What follows belongs to an exercise in optimizing a design on an open flow for small area, a short achievable clock period and few clock cycles per item; a production flow would make more cautious choices. No run shown here included a check of the RTL's function; only the layout flow was run. Power and IR drop assume default switching activity.

==> flow/design.v <==
module idct_g_p1 (
    input  wire signed [15:0] b0, b3, b4, b5,
    output wire signed [16:0] s04, t2, t00, t01
);
    wire signed [16:0] x0 = b0, x3 = b3, x4 = b4, x5 = b5;
    assign s04 = x0 + x4;
    assign t2  = x0 - x4;
    assign t00 = x3 + x5;
    assign t01 = x3 - x5;
endmodule
module idct_g_p2 (
    input  wire signed [16:0] s04, t2, t00, t01,
    input  wire signed [15:0] b1, b2, b6, b7,
    output wire signed [17:0] t0, t1, t11, t12, t3, t4, t5, t6
);
    wire signed [17:0] y04 = s04, y2 = t2, y00 = t00, y01 = t01;
    wire signed [17:0] x1 = b1, x2 = b2, x6 = b6, x7 = b7;
    assign t0  = y04 + x2 + (x2 >>> 2) + (x6 >>> 1);
    assign t1  = y04 - x2 - (x2 >>> 2) - (x6 >>> 1);
    assign t11 = y2 + (x2 >>> 1) - x6 - (x6 >>> 2);
    assign t12 = y2 - (x2 >>> 1) + x6 + (x6 >>> 2);
    assign t3  = x1 + y00;
    assign t4  = x1 - y00;
    assign t5  = y01 + x7;
    assign t6  = y01 - x7;
endmodule
module idct_g_p3 (
    input  wire signed [17:0] t3, t4, t5, t6,
    output wire signed [18:0] t7, t8, t9, t10
);
    wire signed [18:0] y3 = t3, y4 = t4, y5 = t5, y6 = t6;
    assign t7  = y4 + y6 - (y6 >>> 2) - (y6 >>> 4);
    assign t8  = y4 - (y4 >>> 2) - (y4 >>> 4) - y6;
    assign t9  = y3 + (y3 >>> 2) - (y3 >>> 4) + (y5 >>> 2);
    assign t10 = (y3 >>> 2) - y5 - (y5 >>> 2) + (y5 >>> 4);
endmodule
module idct_g_p4 (
    input  wire signed [17:0] t0, t1, t11, t12,
    input  wire signed [18:0] t7, t8, t9, t10,
    output wire signed [19:0] o0, o1, o2, o3, o4, o5, o6, o7
);
    wire signed [19:0] e0 = t0, e1 = t1, e11 = t11, e12 = t12;
    assign o0 = e0  + t9;
    assign o1 = e11 + t7;
    assign o2 = e12 + t8;
    assign o3 = e1  + t10;
    assign o4 = e1  - t10;
    assign o5 = e12 - t8;
    assign o6 = e11 - t7;
    assign o7 = e0  - t9;
endmodule
module b2bdu_idct_g (
    input  wire        clk,
    input  wire        rst,         
    input  wire        in_valid,
    output wire        in_ready,
    input  wire [31:0] in_coef,     
    input  wire [7:0]  in_dst,      
    input  wire        in_add,      
    output wire        out_valid,
    input  wire        out_ready,
    output wire [7:0]  out_pix,     
    output wire [1:0]  out_err      
);
    integer j;
    reg signed [15:0] rc [0:63];    
    reg        [7:0]  rd [0:63];
    reg        rdy;          
    reg [5:0]  fk;           
    reg        fwait;        
    reg        rot_act;      
    reg [2:0]  rot;          
    reg        f_add, f_err1, f_err2;
    reg [3:0]  drows;        
    reg [7:0]  rsel;         
    reg [1:0]  derr;
    reg        dadd;
    reg [7:0]  bpix [0:15];  
    reg [1:0]  berr [0:1];
    reg [1:0]  bfull, brsv;
    reg        wp, rp;
    reg [2:0]  ri;
    reg        ov;
    reg [7:0]  opix;
    reg [1:0]  oerr;
    reg        s1_col, s1_row, s1_tgt, s1_first, s1_last;
    reg        s2_col, s2_row, s2_tgt, s2_first, s2_last;
    reg        s3_col, s3_row, s3_tgt, s3_first, s3_last;
    reg        s4_col, s4_row, s4_tgt, s4_first, s4_last;
    reg [7:0]  s4_oor;
    assign in_ready = rdy;
    wire in_fire  = in_valid & rdy;
    wire col_fire = in_fire & rot_act;     
    assign out_valid = ov;
    assign out_pix   = opix;
    assign out_err   = oerr;
    wire complete = s3_col & s3_last;      
    wire issue    = ~drows[3] & ~bfull[wp] & ~brsv[wp];
    wire out_take = (~ov | out_ready) & bfull[rp];
    wire rd_done  = out_take & (ri == 3'd7);
    wire [5:0] fk_n      = in_fire ? fk + 6'd1 : fk;
    wire       fwait_n   = complete ? 1'b0 : ((in_fire & (fk == 6'd63)) | fwait);
    wire [3:0] drows_n   = complete ? 4'd0 : (issue ? drows + 4'd1 : drows);
    wire       rot_act_n = complete ? 1'b0 : (rot_act | ((fk_n == 6'd56) & drows_n[3]));
    wire [2:0] rot_n     = complete ? 3'd0 : (rot_act ? rot + 3'd1 : rot);
    wire       wp_n      = issue ? ~wp : wp;
    reg  [1:0] bfull_n, brsv_n;
    always @(*) begin
        for (j = 0; j < 2; j = j + 1) begin
            brsv_n[j]  = (issue && wp == j) ? 1'b1 :
                         ((s4_row && s4_tgt == j) ? 1'b0 : brsv[j]);
            bfull_n[j] = (s4_row && s4_tgt == j) ? 1'b1 :
                         ((rd_done && rp == j) ? 1'b0 : bfull[j]);
        end
    end
    wire issue_n = ~drows_n[3] & ~bfull_n[wp_n] & ~brsv_n[wp_n];
    wire rdy_n   = ~fwait_n & (rot_act_n ? (rot_n == fk_n[2:0]) :
                   (fk_n[5:3] != 3'd7) & (({1'b0, fk_n[5:3]} < drows_n) |
                                          ((fk_n[5:3] == drows_n[2:0]) & issue_n)));
    wire coef_oor = ~((&in_coef[31:15]) | ~(|in_coef[31:15]));
    reg signed [15:0] ka [0:7];
    reg        [7:0]  kd [0:7];
    reg signed [15:0] rrow_c [0:7];
    reg        [7:0]  rrow_d [0:7];
    always @(*) begin
        for (j = 0; j < 8; j = j + 1) begin
            rrow_c[j] = 16'sd0;
            rrow_d[j] = 8'd0;
        end
        for (j = 0; j < 64; j = j + 1) begin
            if (rsel[j >> 3]) begin
                rrow_c[(j + 3) & 7] = rrow_c[(j + 3) & 7] | rc[j];
                rrow_d[(j + 3) & 7] = rrow_d[(j + 3) & 7] | rd[j];
            end
        end
        for (j = 0; j < 7; j = j + 1)
            ka[j] = rot_act ? rc[8*j] : rrow_c[j];
        ka[7] = rot_act ? $signed(in_coef[15:0]) : rrow_c[7];
        for (j = 0; j < 8; j = j + 1)
            kd[j] = rrow_d[j];
    end
    wire signed [16:0] p1_s04, p1_t2, p1_t00, p1_t01;
    idct_g_p1 u_p1 (
        .b0(ka[0]), .b3(ka[3]), .b4(ka[4]), .b5(ka[5]),
        .s04(p1_s04), .t2(p1_t2), .t00(p1_t00), .t01(p1_t01)
    );
    reg signed [16:0] s1_s04, s1_t2, s1_t00, s1_t01;
    reg signed [15:0] s1_b1, s1_b2, s1_b6, s1_b7;
    always @(posedge clk) begin
        s1_s04 <= p1_s04; s1_t2 <= p1_t2; s1_t00 <= p1_t00; s1_t01 <= p1_t01;
        s1_b1  <= ka[1];  s1_b2 <= ka[2]; s1_b6  <= ka[6];  s1_b7  <= ka[7];
        s1_first <= (fk[2:0] == 3'd0);
        s1_last  <= (fk[2:0] == 3'd7);
        s1_tgt   <= wp;
    end
    wire signed [17:0] p2_t0, p2_t1, p2_t11, p2_t12, p2_t3, p2_t4, p2_t5, p2_t6;
    idct_g_p2 u_p2 (
        .s04(s1_s04), .t2(s1_t2), .t00(s1_t00), .t01(s1_t01),
        .b1(s1_b1), .b2(s1_b2), .b6(s1_b6), .b7(s1_b7),
        .t0(p2_t0), .t1(p2_t1), .t11(p2_t11), .t12(p2_t12),
        .t3(p2_t3), .t4(p2_t4), .t5(p2_t5), .t6(p2_t6)
    );
    reg signed [17:0] s2_t0, s2_t1, s2_t11, s2_t12, s2_t3, s2_t4, s2_t5, s2_t6;
    always @(posedge clk) begin
        s2_t0 <= p2_t0; s2_t1 <= p2_t1; s2_t11 <= p2_t11; s2_t12 <= p2_t12;
        s2_t3 <= p2_t3; s2_t4 <= p2_t4; s2_t5  <= p2_t5;  s2_t6  <= p2_t6;
        s2_first <= s1_first; s2_last <= s1_last; s2_tgt <= s1_tgt;
    end
    wire signed [18:0] p3_t7, p3_t8, p3_t9, p3_t10;
    idct_g_p3 u_p3 (
        .t3(s2_t3), .t4(s2_t4), .t5(s2_t5), .t6(s2_t6),
        .t7(p3_t7), .t8(p3_t8), .t9(p3_t9), .t10(p3_t10)
    );
    reg signed [17:0] s3_t0, s3_t1, s3_t11, s3_t12;
    reg signed [18:0] s3_t7, s3_t8, s3_t9, s3_t10;
    always @(posedge clk) begin
        s3_t0 <= s2_t0; s3_t1 <= s2_t1; s3_t11 <= s2_t11; s3_t12 <= s2_t12;
        s3_t7 <= p3_t7; s3_t8 <= p3_t8; s3_t9  <= p3_t9;  s3_t10 <= p3_t10;
        s3_first <= s2_first; s3_last <= s2_last; s3_tgt <= s2_tgt;
    end
    wire signed [19:0] ko [0:7];
    idct_g_p4 u_p4 (
        .t0(s3_t0), .t1(s3_t1), .t11(s3_t11), .t12(s3_t12),
        .t7(s3_t7), .t8(s3_t8), .t9(s3_t9), .t10(s3_t10),
        .o0(ko[0]), .o1(ko[1]), .o2(ko[2]), .o3(ko[3]),
        .o4(ko[4]), .o5(ko[5]), .o6(ko[6]), .o7(ko[7])
    );
    wire wb = s3_col;                      
    reg signed [13:0] s4_r [0:7];
    always @(posedge clk) begin
        for (j = 0; j < 8; j = j + 1) begin
            s4_r[j]   <= ko[j][19:6];
            s4_oor[j] <= ~((&ko[j][19:15]) | ~(|ko[j][19:15]));
        end
        s4_tgt <= s3_tgt; s4_first <= s3_first; s4_last <= s3_last;
    end
    wire any_oor = |s4_oor;
    reg        [7:0]  cd   [0:7];
    reg signed [14:0] csum [0:7];
    reg        [7:0]  cadd [0:7];
    reg        [7:0]  cput [0:7];
    always @(*) begin
        for (j = 0; j < 8; j = j + 1) begin
            cd[j]   = bpix[{s4_tgt, j[2:0]}];
            csum[j] = s4_r[j] + $signed({7'd0, cd[j]});
            if (csum[j] < 0)
                cadd[j] = 8'd0;
            else if (csum[j] > 15'sd255)
                cadd[j] = 8'd255;
            else
                cadd[j] = csum[j][7:0];
            if (s4_r[j] < 0)
                cput[j] = 8'd0;
            else if (s4_r[j] > 14'sd255)
                cput[j] = 8'd255;
            else
                cput[j] = s4_r[j][7:0];
        end
    end
    genvar gu, ge;
    generate
        for (gu = 0; gu < 8; gu = gu + 1) begin : g_row
            wire fill = (gu < 7) && in_fire && !rot_act && (fk[5:3] == gu);
            for (ge = 0; ge < 8; ge = ge + 1) begin : g_ent
                always @(posedge clk) begin
                    if (rot_act || fill) begin
                        if (ge < 7) begin
                            rc[8*gu+ge] <= (ge == 4 && wb) ? ko[gu][15:0] : rc[8*gu+ge+1];
                            rd[8*gu+ge] <= rd[8*gu+ge+1];
                        end else if (fill) begin
                            rc[8*gu+ge] <= $signed(in_coef[15:0]);
                            rd[8*gu+ge] <= in_dst;
                        end else begin
                            rc[8*gu+ge] <= rc[8*gu];
                            rd[8*gu+ge] <= (gu == 7 && col_fire) ? in_dst : rd[8*gu];
                        end
                    end
                end
            end
        end
    endgenerate
    always @(posedge clk) begin
        rdy     <= rdy_n;
        fk      <= fk_n;
        fwait   <= fwait_n;
        drows   <= drows_n;
        rot_act <= rot_act_n;
        rot     <= rot_n;
        wp      <= wp_n;
        bfull   <= bfull_n;
        brsv    <= brsv_n;
        if (in_fire) begin
            if (fk == 6'd0) begin
                f_add  <= in_add;
                f_err1 <= coef_oor;
            end else begin
                f_err1 <= f_err1 | coef_oor;
            end
        end
        s1_col <= col_fire;
        s1_row <= issue;
        if (issue) begin
            rsel <= {rsel[6:0], rsel[7]};
            for (j = 0; j < 8; j = j + 1) bpix[{wp, j[2:0]}] <= kd[j];
        end
        if (complete)
            rsel <= 8'd1;
        s2_col <= s1_col; s2_row <= s1_row;
        s3_col <= s2_col; s3_row <= s2_row;
        s4_col <= s3_col; s4_row <= s3_row;
        if (s4_col) begin
            f_err2 <= s4_first ? any_oor : (f_err2 | any_oor);
            if (s4_last) begin
                derr <= f_err1 ? 2'd1 : ((f_err2 | any_oor) ? 2'd2 : 2'd0);
                dadd <= f_add;
            end
        end
        if (s4_row) begin
            if (derr == 2'd0)
                for (j = 0; j < 8; j = j + 1)
                    bpix[{s4_tgt, j[2:0]}] <= dadd ? cadd[j] : cput[j];
            berr[s4_tgt] <= derr;
        end
        if (~ov | out_ready) begin
            if (bfull[rp]) begin
                ov   <= 1'b1;
                opix <= bpix[{rp, ri}];
                oerr <= berr[rp];
                ri   <= ri + 3'd1;
                if (ri == 3'd7) rp <= ~rp;
            end else begin
                ov <= 1'b0;
            end
        end
        if (rst) begin
            rdy     <= 1'b1;
            fk      <= 6'd0;
            fwait   <= 1'b0;
            rot_act <= 1'b0;
            rot     <= 3'd0;
            drows   <= 4'd8;
            wp      <= 1'b0;
            bfull   <= 2'd0;
            brsv    <= 2'd0;
            s1_col  <= 1'b0; s1_row <= 1'b0;
            s2_col  <= 1'b0; s2_row <= 1'b0;
            s3_col  <= 1'b0; s3_row <= 1'b0;
            s4_col  <= 1'b0; s4_row <= 1'b0;
            rp      <= 1'b0;
            ri      <= 3'd0;
            ov      <= 1'b0;
        end
    end
endmodule
==> flow/run.sh <==
#!/bin/bash
# synth_recipe.tcl (not shown) runs the flow's synth.tcl, then flattens the netlist and writes it again
# the make line also repeats each setting of config.mk as NAME=value (left out here)
make -C /OpenROAD-flow-scripts/flow DESIGN_CONFIG=/design/flow/config.mk WORK_HOME=/design/flow/orfs CLKGATE_MAP_FILE= SYNTH_SCRIPT=/design/flow/synth_recipe.tcl finish
==> flow/config.mk <==
export PLATFORM = sky130hd
export DESIGN_NAME = b2bdu_idct_g
export DESIGN_NICKNAME = b2bdu_idct_g
export VERILOG_FILES = /design/flow/design.v
export SDC_FILE = /design/flow/constraint.sdc
export NUM_CORES = 4
export LEC_CHECK = 0
export CAP_MARGIN = 20
export CORE_MARGIN = 2
export CORE_UTILIZATION = 40
export PLACE_DENSITY = 0.6
export SLEW_MARGIN = 20
==> flow/constraint.sdc <==
create_clock -name core_clock -period 13.0 [get_ports {clk}]
set_input_delay 2.6000 -clock core_clock [delete_from_list [all_inputs] [get_ports {clk}]]
set_output_delay 2.6000 -clock core_clock [all_outputs]
set_load 0.01 [all_outputs]
==> results of run 1 <==
==> worst reg2reg max path, stage by stage, from the launching register on <==
cell	delay, ns
dfxtp_4	0.51
buf_4	0.52
buf_12	0.47
mux2_2	0.69
ha_1	0.22
inv_1	0.08
fa_1	0.21
nor2b_1	0.14
o21ai_0	0.15
a21oi_1	0.31
o211ai_1	0.17
a2111oi_0	0.66
nor2_1	0.21
a221oi_1	0.60
a221o_1	0.31
nand2b_1	0.07
a22o_1	0.18
==> sequential cells by signal, summed over array words and instances, names as in the netlist, 18 cells and up <==
signal	flops
bpix	128
rc	1024
rd	512
s2_t0	18
s2_t1	18
s2_t11	18
s2_t12	18
s2_t4	18
s2_t6	18
s3_t0	18
s3_t1	18
s3_t10	19
s3_t11	18
s3_t12	18
s3_t7	19
s3_t8	19
s3_t9	19
s4_r	112
==> cells in the mapped netlist (all sizes together) (20+ instances only) <==
library cell / instances
a211oi: 30
nand4: 189
buf: 52
xnor2: 309
mux2: 430
nor2: 532
nor2b: 74
nand3: 60
inv: 610
o21a: 67
dfxtp: 594
o21bai: 70
a31oi: 79
a21o: 105
o21ai: 224
nand2: 207
fa: 281
or2: 30
edfxtp: 1684
clkbuf: 297
a22oi: 740
mux4: 40
and3: 27
nor4: 20
nor3: 112
o221ai: 22
or3: 32
xor2: 113
a21oi: 400
mux2i: 23
nand2b: 69
o31ai: 26
ha: 521
==> cells by family (layout without fill, tap and decap cells) <==
group | count (synthesis) | after routing
buffers and inverters | 961 | 1203
DFF | 2278 | 2278
other | 0 | 25
and+or+nand+nor | 1422 | 1422
AOI/OAI and AO/OA | 1975 | 1975
muxes | 493 | 493
adders and majority gates | 802 | 802
xor gates and xnor gates | 422 | 422
==> worst max-delay path by stage <==
stage / from / end
2_1_floorplan: rot_act$_SDFF_PP0_ / rc[0][0]$_DFFE_PP_
3_3_place_gp: in_valid / rc[38][14]$_DFFE_PP_
3_5_place_dp: in_valid / rc[39][14]$_DFFE_PP_
4_1_cts: in_valid / rc[31][11]$_DFFE_PP_
5_1_grt: in_valid / rc[39][14]$_DFFE_PP_
6_report: in_valid / rc[39][14]$_DFFE_PP_
==> report_power, final <==
| part | internal [µW] | total [µW] | switching (µW) |
|---|---|---|---|
| registers | 7750 | 7780 | 26.7 |
| logic | 23.4 | 67.8 | 44.4 |
| clock network | 3960 | 7000 | 3040 |
| total | 11700 | 14800 | 3110 |
==> metal layers <==
metal	vias to the layer above	part of all wire [%]
met5	-	0.086
met4	22	3.3
met3	612	12
met2	4213	44
met1	36790	40
li1	31260	-
==> per-stage QoR <==
stage / cell area [µm²] / cells / util (%)
global route: 121200 / 12170 / 44.82
detailed placement: 113100 / 11730 / 41.85
global placement: 113100 / 11730 / 41.84
floorplan: 108500 / 8353 / -
CTS: 121100 / 12160 / 44.79
finish: 121200 / 12190 / 44.84
==> layout make-up <==
type / instances / share of cell area, %
Clock inverter: 145 / 1.370
Multi-Input combinational cell: 5114 / 35.07
Inverter: 610 / 1.889
Timing Repair Buffer: 156 / 1.187
Antenna cell: 25 / 0.05161
Sequential cell: 2278 / 51.57
Tap cell: 3570 / 3.685
Clock buffer: 292 / 5.184
==> summary.txt, run 1 <==
Status
  – Run status: no timing/DRC/antenna violations

Critical path
  – Required time of the critical path: 13.51 ns
  – Levels on crit path: 7
  – Cell Chain, Critical Path: clkdlybuf4s50_1 -> nand2_1 -> nor2_1 -> nand3_4 -> nand2b_4 -> buf_4 -> buf_4
  – Critical Path Most Common Cell: buf_4
  – Reg2reg setup slack: 7.35 ns
  – Worst path bufs/invs: 3
  – Crit path largest cell delay: 1.02 ns
  – Reg2reg start: rot_act$_SDFF_PP0_
  – Critical Path Slowest Stage Cell: nand2b_4
  – Crit Reg-Reg Endpoint: s1_t01[16]$_DFF_P_
  – Crit path kind: in -> reg
  – Crit start category: input port
  – CP arrival: 7.32 ns
  – R2R depth: 16
  – Cell family with most CP delay: simple AND/OR/NAND/NOR gates
  – Crit. End Element: flop
  – CP max FO: 56

Synthesis
  – Area leader, netlist: edfxtp_1
  – Mapped Area: 108500 µm²
  – Xor/xnor cell area share of the yosys netlist: 3.407%
  – Synth cell types: 96
  – Avg Inst Size Synth: 12.99 µm²
  – Main synth FF type: edfxtp_1
  – Post-Synth Adder-Cell Area: 11.19%
  – Largest family of logic cells by synthesized area: compound AO/OA/AOI/OAI gates
  – Simple-Gate Fraction of Synth Area: 6.421%
  – Synthesized Nets: 9200
  – Synth Area in Compound Gates: 12.47%
  – Synth top area share: 46.62%
  – Cell count after synthesis: 8353
  – Synth area leaders: edfxtp_1 (47%), dfxtp_1 (11%), ha_1 (6.0%)
  – Yosys Warn Count: 23
  – Mux contribution to synthesized area: 5.506%
  – Synthesized flop and latch total: 2278
  – Async SR Flop Fraction: 0%
  – EDFF count, synth: 1684
  – Sequential-to-total area share from yosys stat: 57.58%

Hold path
  – Hold depth: 0
  – Worst min-delay path endpoint: s3_t12[3]$_DFF_P_
  – Worst Hold Class: reg -> reg
  – Hold wc startpoint: s2_t12[3]$_DFF_P_

GRT
  – Overall Global Routing Usage: 25.21%
  – Met1 usage: 34.26%
  – Busiest layer in global routing: met2
  – First-pass GRT wire length: 505.7 mm
  – Grt total ovfl: 0
  – Initial antenna violation count: 55
  – Met2 usage: 38.67%
  – Vias in the first global route: 71490
  – M3 GR Usage: 7.582%
  – Largest net degree at the start of global routing: 150

Detailed routing
  – Routed vias/inst: 5.980
  – Post-Route WL: 356.5 mm
  – Via count: 72900
  – DRC viols: 0
  – DRT antenna net count: 0
  – Initial DRC count: 10270
  – DRT Pass-1 Iters: 6
  – Routed wire per std cell: 29.25 µm

Power
  – Final Total Pwr: 14840 µW
  – Pleak: 0.03916 µW
  – PwrDens: 122.5 nW/µm²
  – Maximum vdd drop: 0.1226 mV

CTS
  – CTS Sinks: 2278
  – Root Driver: clkbuf_16
  – CTS buffer count: 230
  – # hold bufs at CTS: 0
  – Max H-tree Level: 4
  – Post-CTS sizing: 0
  – Clock Latency Late Sink: 0.90 ns
  – CTS clk-pin slew, worst paths: 0.06 ns
  – CTS tree: yes
  – Longest Clk Path Bufs: 3
  – Post-CTS setup buffers: 0

Floorplan
  – Core box area: 270300 µm²
  – Initial Util: 40.13%
  – Area of the die: 275400 µm²
  – Chip height: 524.8 µm
  – Ports: 57
  – Row cnt: 191
  – Die Width: 524.8 µm

Finish
  – Layout fillers: 24020
  – Most common cell after layout, fill and taps aside: edfxtp_1
  – Area taken by multi-input logic gates: 42500 µm²
  – Post-layout nets: 9237
  – Fraction of layout cells with a size suffix above 1: 12.12%
  – Area grow syn2layout: 11.73%
  – Register area: 62500 µm²
  – Most frequent cells in the layout: edfxtp_1 (1684), a22oi_1 (740), inv_1 (608), dfxtp_1 (581), nor2_1 (530)

STA
  – Rel. slew slack: 6.568%
  – Final worst slack: 6.191 ns
  – Fmax: 146.9 MHz
  – Pins over their slew limit: 0
  – Tmin final: 6.809 ns
  – Post-Route Setup TNS: 0 ns
  – Hold slack: 0.3057 ns
  – Worst-Margin Slew: 1.383 ns
  – Crit share post-route: 52.37%
  – Final Setup Violations: 0
  – Final Skew: 0.08009 ns
  – Final hold violations: 0
  – RSZ-0062 raised after global routing: no

Place
  – Gpl congestion: 0.9883
  – Port-buffer cells: 56
  – Post-DP HPWL: 256.2 mm
  – Pre-CTS worst setup slack: 5.386 ns

Job
  – Max-Cap Viols: 0
==> run 2: changes to the inputs <==
--- a/flow/design.v
+++ b/flow/design.v
@@ -66,6 +66,11 @@
     reg signed [15:0] rc [0:63];    
     reg        [7:0]  rd [0:63];
     reg        rdy;          
+    reg        iv;           
+    reg [5:0]  ik;           
+    reg signed [15:0] ic;
+    reg [7:0]  id;
+    reg [7:0]  ren;          
     reg [5:0]  fk;           
     reg        fwait;        
     reg        rot_act;      
@@ -73,6 +78,7 @@
     reg        f_add, f_err1, f_err2;
     reg [3:0]  drows;        
     reg [7:0]  rsel;         
+    reg [7:0]  rseln;        
     reg [1:0]  derr;
     reg        dadd;
     reg [7:0]  bpix [0:15];  
@@ -99,9 +105,13 @@
     wire out_take = (~ov | out_ready) & bfull[rp];
     wire rd_done  = out_take & (ri == 3'd7);
     wire [5:0] fk_n      = in_fire ? fk + 6'd1 : fk;
+    wire       hold55    = iv & (ik == 6'd55) & ~rot_act;
+    wire       iv_n      = (in_fire & ~rot_act) | hold55;
+    wire [5:0] ik_n      = (in_fire & ~rot_act) ? fk : ik;
+    wire       hold55_n  = iv_n & (ik_n == 6'd55);
     wire       fwait_n   = complete ? 1'b0 : ((in_fire & (fk == 6'd63)) | fwait);
     wire [3:0] drows_n   = complete ? 4'd0 : (issue ? drows + 4'd1 : drows);
-    wire       rot_act_n = complete ? 1'b0 : (rot_act | ((fk_n == 6'd56) & drows_n[3]));
+    wire       rot_act_n = complete ? 1'b0 : (rot_act | (hold55_n & drows_n[3]));
     wire [2:0] rot_n     = complete ? 3'd0 : (rot_act ? rot + 3'd1 : rot);
     wire       wp_n      = issue ? ~wp : wp;
     reg  [1:0] bfull_n, brsv_n;
@@ -117,6 +127,10 @@
     wire rdy_n   = ~fwait_n & (rot_act_n ? (rot_n == fk_n[2:0]) :
                    (fk_n[5:3] != 3'd7) & (({1'b0, fk_n[5:3]} < drows_n) |
                                           ((fk_n[5:3] == drows_n[2:0]) & issue_n)));
+    reg  [7:0] ren_n;
+    always @(*)
+        for (j = 0; j < 8; j = j + 1)
+            ren_n[j] = rot_act_n | (iv_n && ik_n[5:3] == j && ik_n != 6'd55);
     wire coef_oor = ~((&in_coef[31:15]) | ~(|in_coef[31:15]));
     reg signed [15:0] ka [0:7];
     reg        [7:0]  kd [0:7];
@@ -128,13 +142,16 @@
             rrow_d[j] = 8'd0;
         end
         for (j = 0; j < 64; j = j + 1) begin
-            if (rsel[j >> 3]) begin
-                rrow_c[(j + 3) & 7] = rrow_c[(j + 3) & 7] | rc[j];
-                rrow_d[(j + 3) & 7] = rrow_d[(j + 3) & 7] | rd[j];
+            if (((j >> 3) == 6 ? ((j + 2) & 7) : ((j + 3) & 7)) < 4 ?
+                rsel[j >> 3] : ~rseln[j >> 3]) begin
+                rrow_c[(j >> 3) == 6 ? ((j + 2) & 7) : ((j + 3) & 7)] =
+                    rrow_c[(j >> 3) == 6 ? ((j + 2) & 7) : ((j + 3) & 7)] | rc[j];
+                rrow_d[(j >> 3) == 6 ? ((j + 2) & 7) : ((j + 3) & 7)] =
+                    rrow_d[(j >> 3) == 6 ? ((j + 2) & 7) : ((j + 3) & 7)] | rd[j];
             end
         end
         for (j = 0; j < 7; j = j + 1)
-            ka[j] = rot_act ? rc[8*j] : rrow_c[j];
+            ka[j] = rot_act ? rc[8*j + (j == 6 ? 1 : 0)] : rrow_c[j];
         ka[7] = rot_act ? $signed(in_coef[15:0]) : rrow_c[7];
         for (j = 0; j < 8; j = j + 1)
             kd[j] = rrow_d[j];
@@ -220,16 +237,17 @@
     genvar gu, ge;
     generate
         for (gu = 0; gu < 8; gu = gu + 1) begin : g_row
-            wire fill = (gu < 7) && in_fire && !rot_act && (fk[5:3] == gu);
+            wire fill = (gu < 7) && iv && (ik[5:3] == gu);
+            localparam WBE = (gu == 6) ? 5 : 4;
             for (ge = 0; ge < 8; ge = ge + 1) begin : g_ent
                 always @(posedge clk) begin
-                    if (rot_act || fill) begin
+                    if (ren[gu]) begin
                         if (ge < 7) begin
-                            rc[8*gu+ge] <= (ge == 4 && wb) ? ko[gu][15:0] : rc[8*gu+ge+1];
+                            rc[8*gu+ge] <= (ge == WBE && wb) ? ko[gu][15:0] : rc[8*gu+ge+1];
                             rd[8*gu+ge] <= rd[8*gu+ge+1];
                         end else if (fill) begin
-                            rc[8*gu+ge] <= $signed(in_coef[15:0]);
-                            rd[8*gu+ge] <= in_dst;
+                            rc[8*gu+ge] <= ic;
+                            rd[8*gu+ge] <= id;
                         end else begin
                             rc[8*gu+ge] <= rc[8*gu];
                             rd[8*gu+ge] <= (gu == 7 && col_fire) ? in_dst : rd[8*gu];
@@ -241,6 +259,13 @@
     endgenerate
     always @(posedge clk) begin
         rdy     <= rdy_n;
+        iv      <= iv_n;
+        ik      <= ik_n;
+        ren     <= ren_n;
+        if (in_fire & ~rot_act) begin
+            ic <= $signed(in_coef[15:0]);
+            id <= in_dst;
+        end
         fk      <= fk_n;
         fwait   <= fwait_n;
         drows   <= drows_n;
@@ -260,11 +285,14 @@
         s1_col <= col_fire;
         s1_row <= issue;
         if (issue) begin
-            rsel <= {rsel[6:0], rsel[7]};
+            rsel  <= {rsel[6:0], rsel[7]};
+            rseln <= {rseln[6:0], rseln[7]};
             for (j = 0; j < 8; j = j + 1) bpix[{wp, j[2:0]}] <= kd[j];
         end
-        if (complete)
-            rsel <= 8'd1;
+        if (complete) begin
+            rsel  <= 8'h01;
+            rseln <= 8'hfe;
+        end
         s2_col <= s1_col; s2_row <= s1_row;
         s3_col <= s2_col; s3_row <= s2_row;
         s4_col <= s3_col; s4_row <= s3_row;
@@ -294,6 +322,8 @@
         end
         if (rst) begin
             rdy     <= 1'b1;
+            iv      <= 1'b0;
+            ren     <= 8'd0;
             fk      <= 6'd0;
             fwait   <= 1'b0;
             rot_act <= 1'b0;
==> run 2 against run 1 <==
Synthesized area increased by 2.5%; routed wire length increased by 8.3%; largest cell class unchanged; still clean; register-to-register slack better by 0.14 ns.
==> summary.txt, run 2 <==
Status
  – Run status: no timing/DRC/antenna violations

Critical path
  – Required time of the critical path: 13.73 ns
  – Crit. End Element: flop
  – CP arrival: 6.24 ns
  – Crit start category: flop
  – Crit path kind: reg -> reg
  – CP max FO: 34

Synthesis
  – Yosys Warn Count: 23
  – Sequential-to-total area share from yosys stat: 57.24%
  – Synth cell types: 102
  – Synth area leaders: edfxtp_1 (46%), dfxtp_1 (11%), ha_1 (5.9%)
  – Top cells by count, synth: edfxtp_1 (1708), a22oi_1 (678), inv_1 (635), dfxtp_1 (617), ha_1 (521)
  – Main synth FF type: edfxtp_1
  – Avg Inst Size Synth: 12.75 µm²
  – Cell count after synthesis: 8720
  – Count leader, synth: edfxtp_1
  – EDFF count, synth: 1708
  – Synthesized flop and latch total: 2325
  – Mapped Area: 111200 µm²
  – Async SR Flop Fraction: 0%
  – Synthesized Nets: 9567
  – Area leader, netlist: edfxtp_1
  – Synth top area share: 46.13%

STA
  – Pins over their slew limit: 0
  – Tmin final: 5.509 ns
  – Final Skew: 0.1057 ns
  – Final Setup Violations: 0
  – Rel. slew slack: 11.58%
  – Crit share post-route: 42.38%
  – Post-Route Setup TNS: 0 ns
  – Fmax: 181.5 MHz
  – Worst-Margin Slew: 1.317 ns
  – Hold slack: 0.2965 ns
  – RSZ-0062 raised after global routing: no
  – Final hold violations: 0

CTS
  – Post-CTS setup buffers: 0
  – CTS Sinks: 2325
  – # hold bufs at CTS: 0
  – Root Driver: clkbuf_16
  – CTS tree: yes
  – Post-CTS sizing: 0
  – CTS clk-pin slew, worst paths: 0.07 ns
  – Clock Latency Late Sink: 0.93 ns
  – CTS buffer count: 238
  – Longest Clk Path Bufs: 4
  – Max H-tree Level: 4

GRT
  – Vias in the first global route: 75180
  – Initial antenna violation count: 54
  – Overall Global Routing Usage: 26.76%
  – Grt total ovfl: 0
  – Largest net degree at the start of global routing: 131
  – First-pass GRT wire length: 542.0 mm

Job
  – Max-Cap Viols: 0

Finish
  – Fin cells: 12700
  – Fraction of layout cells with a size suffix above 1: 11.34%
  – Max reg flops: 1024
  – Most common cell after layout, fill and taps aside: edfxtp_1
  – Register bank with the most flops: rc
  – Most frequent cells in the layout: edfxtp_1 (1708), a22oi_1 (678), inv_1 (633), dfxtp_1 (596), ha_1 (521)
  – Post-layout nets: 9626
  – Area grow syn2layout: 11.88%

Floorplan
  – Ports: 57
  – Initial Util: 40.21%
  – Die Width: 531.2 µm
  – Area of the die: 282200 µm²
  – Core box area: 276500 µm²
  – Chip height: 531.2 µm
  – Row cnt: 193

Power
  – PwrDens: 121.4 nW/µm²
  – Maximum vdd drop: 0.1106 mV
  – Pleak: 0.04216 µW

Place
  – Post-DP HPWL: 275.6 mm
  – Gpl congestion: 0.9933
  – Port-buffer cells: 56
  – Placed cell count: 12240

Detailed routing
  – Routed vias/inst: 6.048
  – DRC viols: 0
  – DRT Pass-1 Iters: 9
  – Via count: 76780
  – DRT antenna net count: 0
  – Routed wire per std cell: 30.40 µm
  – Post-Route WL: 386.0 mm
  – Initial DRC count: 10690

Hold path
  – Worst Hold Class: reg -> reg
run 2: worst paths after layout:
check	slack, ns	end	cells past startpoint	from
setup / recovery	7.49	s1_t01[14]$_DFF_P_	17	rseln[3]$_SDFFE_PP1P_
hold / removal	0.30	s3_t0[14]$_DFF_P_	0	s2_t0[14]$_DFF_P_
setup reg to reg	7.49	s1_t01[14]$_DFF_P_	17	rseln[3]$_SDFFE_PP1P_
hold reg to reg	0.30	s3_t0[14]$_DFF_P_	0	s2_t0[14]$_DFF_P_
run 2: cells by family after synthesis:
family,count (synthesis),share of synthesized area (%)
adders and majority gates,802,10.92
xor gates and xnor gates,414,3.261
DFF,2325,57.24
buffers and inverters,1013,3.455
AOI/OAI and AO/OA,2073,13.19
muxes,407,4.502
and+or+nand+nor,1686,7.423
run 2: power by group:
part	internal [µW]	switching (µW)	leakage (µW)	total, µW
clock network	4080	3020	0.00390	7100
registers	7900	30.7	0.0166	7930
logic	27.9	45.7	0.0216	73.6
run 2: routing by layer:
| layer | vias to the layer above | global-route usage (%) | wire length [µm] |
|---|---|---|---|
| li1 | 32650 | - | - |
| met1 | 38680 | 35.33 | 151200 |
| met2 | 4655 | 41.32 | 171600 |
| met3 | 765 | 7.212 | 43890 |
| met4 | 26 | 11.51 | 19060 |
| met5 | - | 0 | 215 |
run 2: stage by stage:
| step | setup WS [ns] | power, µW | instance area [µm²] | utilization [%] |
|---|---|---|---|---|
| 2_1_floorplan | 7.950 | 8113 | 111200 | - |
| 3_3_place_gp | 7.509 | 8160 | 116300 | 42.05 |
| 3_5_place_dp | 7.620 | 8161 | 116300 | 42.05 |
| 4_1_cts | 7.575 | 15140 | 124200 | 44.93 |
| 5_1_grt | 7.378 | 15420 | 124300 | 44.97 |
| 6_report | 7.491 | 15100 | 124400 | 44.99 |
run 2: critical path, stage by stage (launching register included):
cell	delay, ns
dfxtp_1	0.34
inv_4	0.33
buf_4	0.55
a22oi_1	0.17
and2_1	0.17
a41oi_1	0.57
ha_1	0.34
inv_1	0.09
fa_1	0.46
a21o_1	0.21
a21oi_1	0.23
o21ai_0	0.13
a21oi_1	0.34
o21ai_0	0.28
a41oi_1	0.38
a21oi_1	0.18
or3_1	0.33
and2_1	0.16
run 2: final cells by class:
class                           instances  area, µm²
Clock buffer                          311       6779
Fill cell                           24690     152100
Timing Repair Buffer                  186       1584
Tap cell                             3705       4636
Antenna cell                           22      55.05
Multi-Input combinational cell       5382      43990
Clock inverter                        119       1185
Sequential cell                      2325      63710
Inverter                              646       2450

-- port drivers added, routing unchanged --
The results above use ideal ports. As a check the final layouts listed here were re-extracted and re-timed, cells and wires unchanged.
Step 1 assumes that a clkbuf_16 drives the clock port and a buf_2 every other input.
Step 2 also shifts input and output timing later by t, the mid clock arrival at the registers, as if the neighbouring blocks saw the same clock.
Three values: ideal ports, drivers, drivers and shift; two values: the first two.
| run | shift t [ns] | setup slack, ns | latest minus earliest clock arrival (ns) | worst register clock-pin slew, ns |
|---|---|---|---|---|
| run 1 | 0.960 | 6.191 / 6.258 / 5.298 | 0.088 / 0.088 | 0.07 / 0.07 |
| run 2 | 0.973 | 7.491 / 7.491 / 7.491 | 0.106 / 0.106 | 0.07 / 0.07 |
After both steps setup and hold are still met in every run listed. The setup slack of run 1, which loses most, moves by +0.067 ns with the drivers and by -0.893 ns with both steps.
